This design comes from an exercise in tuning for small area and a short achievable clock period on the open sky130 flow, not from production work. The RTL was checked by simulation tests, not by an equivalence proof against the original design. No activity file was given, so power comes from the tool's default toggle rates.

## exp/zinc
Design fpe_rm, start of the top module:
module fpe_rm (
  input  wire         clk,
  input  wire         rst,
  input  wire         link_rst,
  input  wire         rx_valid,
  input  wire [7:0]   rx_data,
  output wire         rx_ready,
  output wire         tx_valid,
  output wire [7:0]   tx_data,
  input  wire         tx_ready,
  input  wire [1:0]   c_req,
  input  wire [1:0]   c_op,
  input  wire [15:0]  c_addr,
  input  wire [9:0]   c_len,
  input  wire [255:0] c_wdata,
  input  wire [1:0]   c_lock,
  output reg  [1:0]   c_gnt,
  output wire [255:0] c_rdata,
  output reg  [1:0]   c_err,
  output wire         diag_valid,
  output wire [2:0]   diag_code
);
==> flow/config.mk <==
export PLATFORM = sky130hd
export DESIGN_NAME = fpe_rm
export DESIGN_NICKNAME = fpe_rm
export VERILOG_FILES = /design/flow/design.v
export SDC_FILE = /design/flow/constraint.sdc
export NUM_CORES = 8
export LEC_CHECK = 0
export CAP_MARGIN = 40
export CORE_MARGIN = 2
export CORE_UTILIZATION = 40
export PLACE_DENSITY = 0.5
export SETUP_SLACK_MARGIN = 4.5
export SLEW_MARGIN = 20
export SYNTH_HIERARCHICAL = 1
export SYNTH_MINIMUM_KEEP_SIZE = 0
==> flow/constraint.sdc <==
create_clock -name core_clock -period 10.0 [get_ports {clk}]
set_input_delay 2.0000 -clock core_clock [delete_from_list [all_inputs] [get_ports {clk}]]
set_output_delay 2.0000 -clock core_clock [all_outputs]
set_load 0.01 [all_outputs]
standard.sh (not shown) runs the stock make flow with config.mk's settings and CLKGATE_MAP_FILE= SYNTH_SCRIPT=/design/flow/synth_recipe.tcl, a recipe that flattens the netlist after the stock synthesis.
==> flow/flow/run.sh <==
#!/bin/bash
# Layout flow: the standard flow (standard.sh), with two changes:
#  * synthesis maps the logic with an ABC script without ORFS's SOP balancing, buffering and sizing
#    (flow/abc_nf.abc: delay-aware mapping with area recovery) in place of ORFS's; the rest of
#    synthesis is the standard flow's own synth_recipe.tcl, unchanged, so the registers
#    are the standard synthesis's;
#  * the port buffers that buffer_ports inserts are sky130_fd_sc_hd__buf_2.
# Each tool's output is in ORFS's logs (orfs/logs/...); make's own output
# goes to flow_make.log.
set -euo pipefail
W=$PWD
{
  cat <<'EOT'
# ABC with the script in OWN_ABC_SCRIPT instead of the one synth.tcl names
proc abc {args} {
  set i [lsearch -exact $args -script]
  if {$i >= 0} {
    set args [lreplace $args [expr {$i + 1}] [expr {$i + 1}] $::env(OWN_ABC_SCRIPT)]
  }
  yosys abc {*}$args
}
EOT
  cat "$W/synth_recipe.tcl"
} > "$W/own_synth.tcl"
export OWN_ABC_SCRIPT="$W/flow/abc_nf.abc"
bash "$W/standard.sh" SYNTH_SCRIPT="$W/own_synth.tcl" \
  "BUFFER_PORTS_ARGS=-buffer_cell sky130_fd_sc_hd__buf_2" finish > "$W/flow_make.log" 2>&1
==> flow/flow/abc_nf.abc <==
strash
&get -n
&st
&dch
&nf
&put
topo
stime -c
Modified inputs, exp/cedar compared to exp/zinc
- CORE_UTILIZATION: 40 -> 65
- SETUP_SLACK_MARGIN: 4.5 -> 5
- PLACE_DENSITY: 0.5 -> 0.75
--- a/flow/flow/run.sh
+++ b/flow/flow/run.sh
@@ -6,3 +6,3 @@
 #    are the standard synthesis's;
-#  * the port buffers that buffer_ports inserts are sky130_fd_sc_hd__buf_2.
+#  * the port buffers that buffer_ports inserts are sky130_fd_sc_hd__buf_1.
 # Each tool's output is in ORFS's logs (orfs/logs/...); make's own output
@@ -26,2 +26,2 @@
 bash "$W/standard.sh" SYNTH_SCRIPT="$W/own_synth.tcl" \
-  "BUFFER_PORTS_ARGS=-buffer_cell sky130_fd_sc_hd__buf_2" finish > "$W/flow_make.log" 2>&1
+  "BUFFER_PORTS_ARGS=-buffer_cell sky130_fd_sc_hd__buf_1" finish > "$W/flow_make.log" 2>&1
==> notes.md <==
Between exp/cedar and exp/zinc, the difference in number of combinational gates with multiple inputs is negligible.
exp/cedar completed; timing, DRC and antenna clean
On overall fraction of global-route tracks in use: exp/cedar sits above exp/zinc.
On exp/cedar: post-route clock period utilization is 2.3 points lower than what exp/zinc gave.
Looking at peak supply drop, exp/cedar sits about 70% higher than exp/zinc does.
Growth of design area from synthesis to finish: exp/cedar vs exp/zinc up 6.4 points
[exp/cedar] share of post-route cells with drive strength above 1 fell 1.7 points relative to exp/zinc
Total design power: exp/cedar and exp/zinc compared, lower one is exp/zinc
Inputs modified between exp/cedar and exp/harbor:
- CAP_MARGIN: 40 -> 10
- CTS_CLUSTER_SIZE: unset -> 30
- SLEW_MARGIN: 20 -> 10
- CORE_UTILIZATION: 65 -> 55
- CTS_BUF_LIST: unset -> sky130_fd_sc_hd__clkbuf_8
- PLACE_DENSITY: 0.75 -> 0.65
==> comparison <==
exp/cedar closes out successfully: all stages finished, all timing, DRC and antenna checks passed.
The final layout from exp/harbor, which completed every stage, passed the timing, design-rule and antenna checks at the end of the flow.
In the route summary, exp/harbor ends up with a via count below that of exp/cedar.
The number of rows created at floorplan of exp/harbor exceeds that of exp/cedar by 8.
On cell area, exp/cedar loses to exp/harbor.
Higher final cell count without fillers was reported by exp/harbor, not exp/cedar.
Higher clock skew was reported by exp/harbor, not exp/cedar.
Against exp/cedar, exp/harbor comes in 1 lower on critical path depth.
exp/harbor has worst-case hold slack above what exp/cedar had.

old:
Starting RTL as in the previous note.
export LEC_CHECK = 0
export CAP_MARGIN = 40
export CORE_MARGIN = 2
export CORE_UTILIZATION = 60
export CTS_BUF_LIST = sky130_fd_sc_hd__clkbuf_8 sky130_fd_sc_hd__clkbuf_16
export CTS_CLUSTER_SIZE = 30
export PLACE_DENSITY = 0.7
export SETUP_SLACK_MARGIN = 5
export SLEW_MARGIN = 20
export SYNTH_HIERARCHICAL = 1
export SYNTH_MINIMUM_KEEP_SIZE = 0
create_clock -name core_clock -period 10.0 [get_ports {clk}]
==> flow/flow/run.sh <==
#!/bin/bash
# Layout flow: the standard flow (standard.sh), with two changes:
#  * synthesis maps the logic with an ABC script without ORFS's SOP balancing, buffering and sizing
#    (flow/abc_nf.abc: delay-aware mapping with area recovery) in place of ORFS's; the rest of
#    synthesis is the standard flow's own synth_recipe.tcl, unchanged, so the registers
#    are the standard synthesis's;
#  * the port buffers that buffer_ports inserts are sky130_fd_sc_hd__buf_1.
# Each tool's output is in ORFS's logs (orfs/logs/...); make's own output
# goes to flow_make.log.
set -euo pipefail
W=$PWD
{
  cat <<'EOT'
# ABC with the script in OWN_ABC_SCRIPT instead of the one synth.tcl names
proc abc {args} {
  set i [lsearch -exact $args -script]
  if {$i >= 0} {
    set args [lreplace $args [expr {$i + 1}] [expr {$i + 1}] $::env(OWN_ABC_SCRIPT)]
  }
  yosys abc {*}$args
}
EOT
  cat "$W/synth_recipe.tcl"
} > "$W/own_synth.tcl"
export OWN_ABC_SCRIPT="$W/flow/abc_nf.abc"
bash "$W/standard.sh" SYNTH_SCRIPT="$W/own_synth.tcl" \
  "BUFFER_PORTS_ARGS=-buffer_cell sky130_fd_sc_hd__buf_1" finish > "$W/flow_make.log" 2>&1
==> flow/flow/abc_nf.abc <==
strash
&get -n
&st
&dch
&nf -R 1000
&put
topo
stime -c
old: full flow OK, the timing, design-rule and antenna checks passed
## Diff of input files: new against old
diff --git a/flow/flow/run.sh b/flow/flow/run.sh
--- a/flow/flow/run.sh
+++ b/flow/flow/run.sh
@@ -6,3 +6,3 @@
 #    are the standard synthesis's;
-#  * the port buffers that buffer_ports inserts are sky130_fd_sc_hd__buf_1.
+#  * the port buffers that buffer_ports inserts are sky130_fd_sc_hd__buf_2.
 # Each tool's output is in ORFS's logs (orfs/logs/...); make's own output
@@ -26,2 +26,2 @@
 bash "$W/standard.sh" SYNTH_SCRIPT="$W/own_synth.tcl" \
-  "BUFFER_PORTS_ARGS=-buffer_cell sky130_fd_sc_hd__buf_1" finish > "$W/flow_make.log" 2>&1
+  "BUFFER_PORTS_ARGS=-buffer_cell sky130_fd_sc_hd__buf_2" finish > "$W/flow_make.log" 2>&1
==> flow/flow/abc_nf.abc <==
strash
&get -n
&st
&dch
&nf
&put
topo
stime -c
diff --git a/flow/config.mk b/flow/config.mk
--- a/flow/config.mk
+++ b/flow/config.mk
@@ -9,6 +9,4 @@
 export CORE_MARGIN = 2
-export CORE_UTILIZATION = 60
-export CTS_BUF_LIST = sky130_fd_sc_hd__clkbuf_8 sky130_fd_sc_hd__clkbuf_16
-export CTS_CLUSTER_SIZE = 30
-export PLACE_DENSITY = 0.7
+export CORE_UTILIZATION = 40
+export PLACE_DENSITY = 0.5
 export SETUP_SLACK_MARGIN = 5
==> comparison <==
- Relative to old, relative area change from synthesis to final layout increased by 0.31 points in new.
- Higher met3 usage in global routing goes to old over new.
- Max hold slack across new and old: new
- Compared with old, new shows a ratio of final minimum period to clock period that is 1.5 points lower.
- new ends up with a end-of-flow core utilization that is 26 points lower than in old.
- Delta(maximum number of pins on one net before global-route repair, new - old) > 0
- When new is set beside old, its total number of cells along the worst setup path turns out to be 3 smaller.

== alpha ==
fpe_rm again, from the RTL that the note above started with.
export LEC_CHECK = 0
export CAP_MARGIN = 40
export CORE_MARGIN = 2
export CORE_UTILIZATION = 55
export CTS_BUF_LIST = sky130_fd_sc_hd__clkbuf_4 sky130_fd_sc_hd__clkbuf_8
export PLACE_DENSITY = 0.65
export SETUP_SLACK_MARGIN = 5
export SLEW_MARGIN = 20
export SYNTH_HIERARCHICAL = 1
export SYNTH_MINIMUM_KEEP_SIZE = 0
create_clock -name core_clock -period 10.0 [get_ports {clk}]
==> flow/flow/run.sh <==
#!/bin/bash
# Layout flow: the standard flow (standard.sh), with two changes:
#  * synthesis maps the logic with an ABC script without ORFS's SOP balancing, buffering and sizing
#    (flow/abc_nf.abc: delay-aware mapping with area recovery) in place of ORFS's; the rest of
#    synthesis is the standard flow's own synth_recipe.tcl, unchanged, so the registers
#    are the standard synthesis's;
#  * the port buffers that buffer_ports inserts are sky130_fd_sc_hd__buf_2.
# Each tool's output is in ORFS's logs (orfs/logs/...); make's own output
# goes to flow_make.log.
set -euo pipefail
W=$PWD
{
  cat <<'EOT'
# ABC with the script in OWN_ABC_SCRIPT instead of the one synth.tcl names
proc abc {args} {
  set i [lsearch -exact $args -script]
  if {$i >= 0} {
    set args [lreplace $args [expr {$i + 1}] [expr {$i + 1}] $::env(OWN_ABC_SCRIPT)]
  }
  yosys abc {*}$args
}
EOT
  cat "$W/synth_recipe.tcl"
} > "$W/own_synth.tcl"
export OWN_ABC_SCRIPT="$W/flow/abc_nf.abc"
bash "$W/standard.sh" SYNTH_SCRIPT="$W/own_synth.tcl" \
  "BUFFER_PORTS_ARGS=-buffer_cell sky130_fd_sc_hd__buf_2" finish > "$W/flow_make.log" 2>&1
==> flow/flow/abc_nf.abc <==
strash
&get -n
&st
&dch
&nf
&put
topo
stime -c
alpha reached the end of the flow, and the finished layout is clean on the timing, design-rule and antenna checks.
Here is what was changed in the inputs of beta compared with alpha.
-- flow/flow/run.sh --
<<< alpha, line 7
#  * the port buffers that buffer_ports inserts are sky130_fd_sc_hd__buf_2.
>>> beta, line 7
#  * the port buffers that buffer_ports inserts are sky130_fd_sc_hd__buf_1.
<<< alpha, line 27
  "BUFFER_PORTS_ARGS=-buffer_cell sky130_fd_sc_hd__buf_2" finish > "$W/flow_make.log" 2>&1
>>> beta, line 27
  "BUFFER_PORTS_ARGS=-buffer_cell sky130_fd_sc_hd__buf_1" finish > "$W/flow_make.log" 2>&1
-- flow/config.mk --
<<< alpha, line 10
export CORE_UTILIZATION = 55
export CTS_BUF_LIST = sky130_fd_sc_hd__clkbuf_4 sky130_fd_sc_hd__clkbuf_8
export PLACE_DENSITY = 0.65
>>> beta, line 10
export CORE_UTILIZATION = 60
export CTS_BUF_LIST = sky130_fd_sc_hd__clkbuf_8 sky130_fd_sc_hd__clkbuf_16
export CTS_CLUSTER_SIZE = 30
export PLACE_DENSITY = 0.7
[summary]
alpha vs beta, critical path's slowest cell: sky130_fd_sc_hd__a222oi_1 vs sky130_fd_sc_hd__bufbuf_16
NOTE: switching power summed over all nets in beta exceeds that of alpha
Per the comparison of beta with alpha, total number of multi-input combinational cells ~0 delta, worst endpoint required time -170 ps, worst setup slack +72 ps.
### beta -> gamma
-- flow/config.mk --
<<< beta, line 10
export CORE_UTILIZATION = 60
export CTS_BUF_LIST = sky130_fd_sc_hd__clkbuf_8 sky130_fd_sc_hd__clkbuf_16
export CTS_CLUSTER_SIZE = 30
export PLACE_DENSITY = 0.7
>>> gamma, line 10
export CORE_UTILIZATION = 55
export CTS_BUF_LIST = sky130_fd_sc_hd__clkbuf_4
export CTS_CLUSTER_SIZE = 20
export PLACE_DENSITY = 0.65
Findings:
From beta to gamma the numbers moved as follows: worst vdd rail ir drop lost 0.064 mV, final period utilization picked up an extra 0.23 points, fmax lost about 0.45%.
The following lists how delta was set up differently from gamma:
-- flow/flow/run.sh --
<<< gamma, line 7
#  * the port buffers that buffer_ports inserts are sky130_fd_sc_hd__buf_1.
>>> delta, line 7
#  * the port buffers that buffer_ports inserts are sky130_fd_sc_hd__buf_2.
<<< gamma, line 27
  "BUFFER_PORTS_ARGS=-buffer_cell sky130_fd_sc_hd__buf_1" finish > "$W/flow_make.log" 2>&1
>>> delta, line 27
  "BUFFER_PORTS_ARGS=-buffer_cell sky130_fd_sc_hd__buf_2" finish > "$W/flow_make.log" 2>&1
-- flow/config.mk --
<<< gamma, line 10
export CORE_UTILIZATION = 55
export CTS_BUF_LIST = sky130_fd_sc_hd__clkbuf_4
export CTS_CLUSTER_SIZE = 20
export PLACE_DENSITY = 0.65
export SETUP_SLACK_MARGIN = 5
>>> delta, line 10
export CORE_UTILIZATION = 40
export PLACE_DENSITY = 0.5
export SETUP_SLACK_MARGIN = 4
## What came out
- Compared with gamma, delta has less setup slack.
- When delta is measured against gamma, its clock latency on the worst-skew pair turns out 390 ps lower.
- Taking gamma as the reference point, the final worst-path cycle share of delta rises by 9.2 points.
- The lower achievable frequency came out of delta.
- On delta: worst hold margin is 24 ps higher than what gamma gave.
- In delta relative to gamma, power had gone up by a few percent.
- met2 layer usage reported by global route ended up 10 points lower on delta than on gamma.

what the ideal ports hide:
The results above use ideal ports. As a check the final layouts listed here were re-extracted and re-timed, cells and wires unchanged. Step 1 assumes that a clkbuf_16 drives the clock port and a buf_2 every other input. Step 2 moves the port delays by t, midway between the first and last clock arrival at a register: inputs arrive t later, outputs are due t later. That takes back most of the time a late clock gives input paths. Slacks: ideal ports / drivers / drivers and shift; pairs: ideal ports / drivers.
run	t (ns)	setup slack, ns	worst hold slack (ns)	worst setup path after step 2	latest minus earliest clock arrival (ns)
exp/zinc	0.754	4.393 / 4.444 / 3.690	0.569 / 0.569 / 0.569	input to register	0.042 / 0.042
exp/cedar	0.718	4.623 / 4.645 / 3.927	0.558 / 0.558 / 0.558	input to register	0.037 / 0.036
exp/harbor	0.877	4.840 / 4.869 / 3.992	0.566 / 0.566 / 0.566	input to register	0.057 / 0.057
old	0.718	4.679 / 4.703 / 3.985	0.557 / 0.557 / 0.557	input to register	0.046 / 0.046
new	0.748	4.832 / 4.852 / 4.104	0.568 / 0.568 / 0.568	input to register	0.024 / 0.024
alpha	0.880	4.792 / 4.822 / 3.942	0.566 / 0.566 / 0.566	input to register	0.068 / 0.068
beta	0.720	4.865 / 4.901 / 4.181	0.559 / 0.559 / 0.559	input to register	0.042 / 0.043
gamma	1.110	4.841 / 4.885 / 3.775	0.542 / 0.542 / 0.542	input to register	0.102 / 0.102
delta	0.751	3.919 / 3.967 / 3.216	0.567 / 0.567 / 0.567	input to register	0.041 / 0.042
After both steps setup and hold are still met in every run listed. For gamma, which loses most, drivers alone change the setup slack by +0.044 ns; drivers and shift together by -1.066 ns.
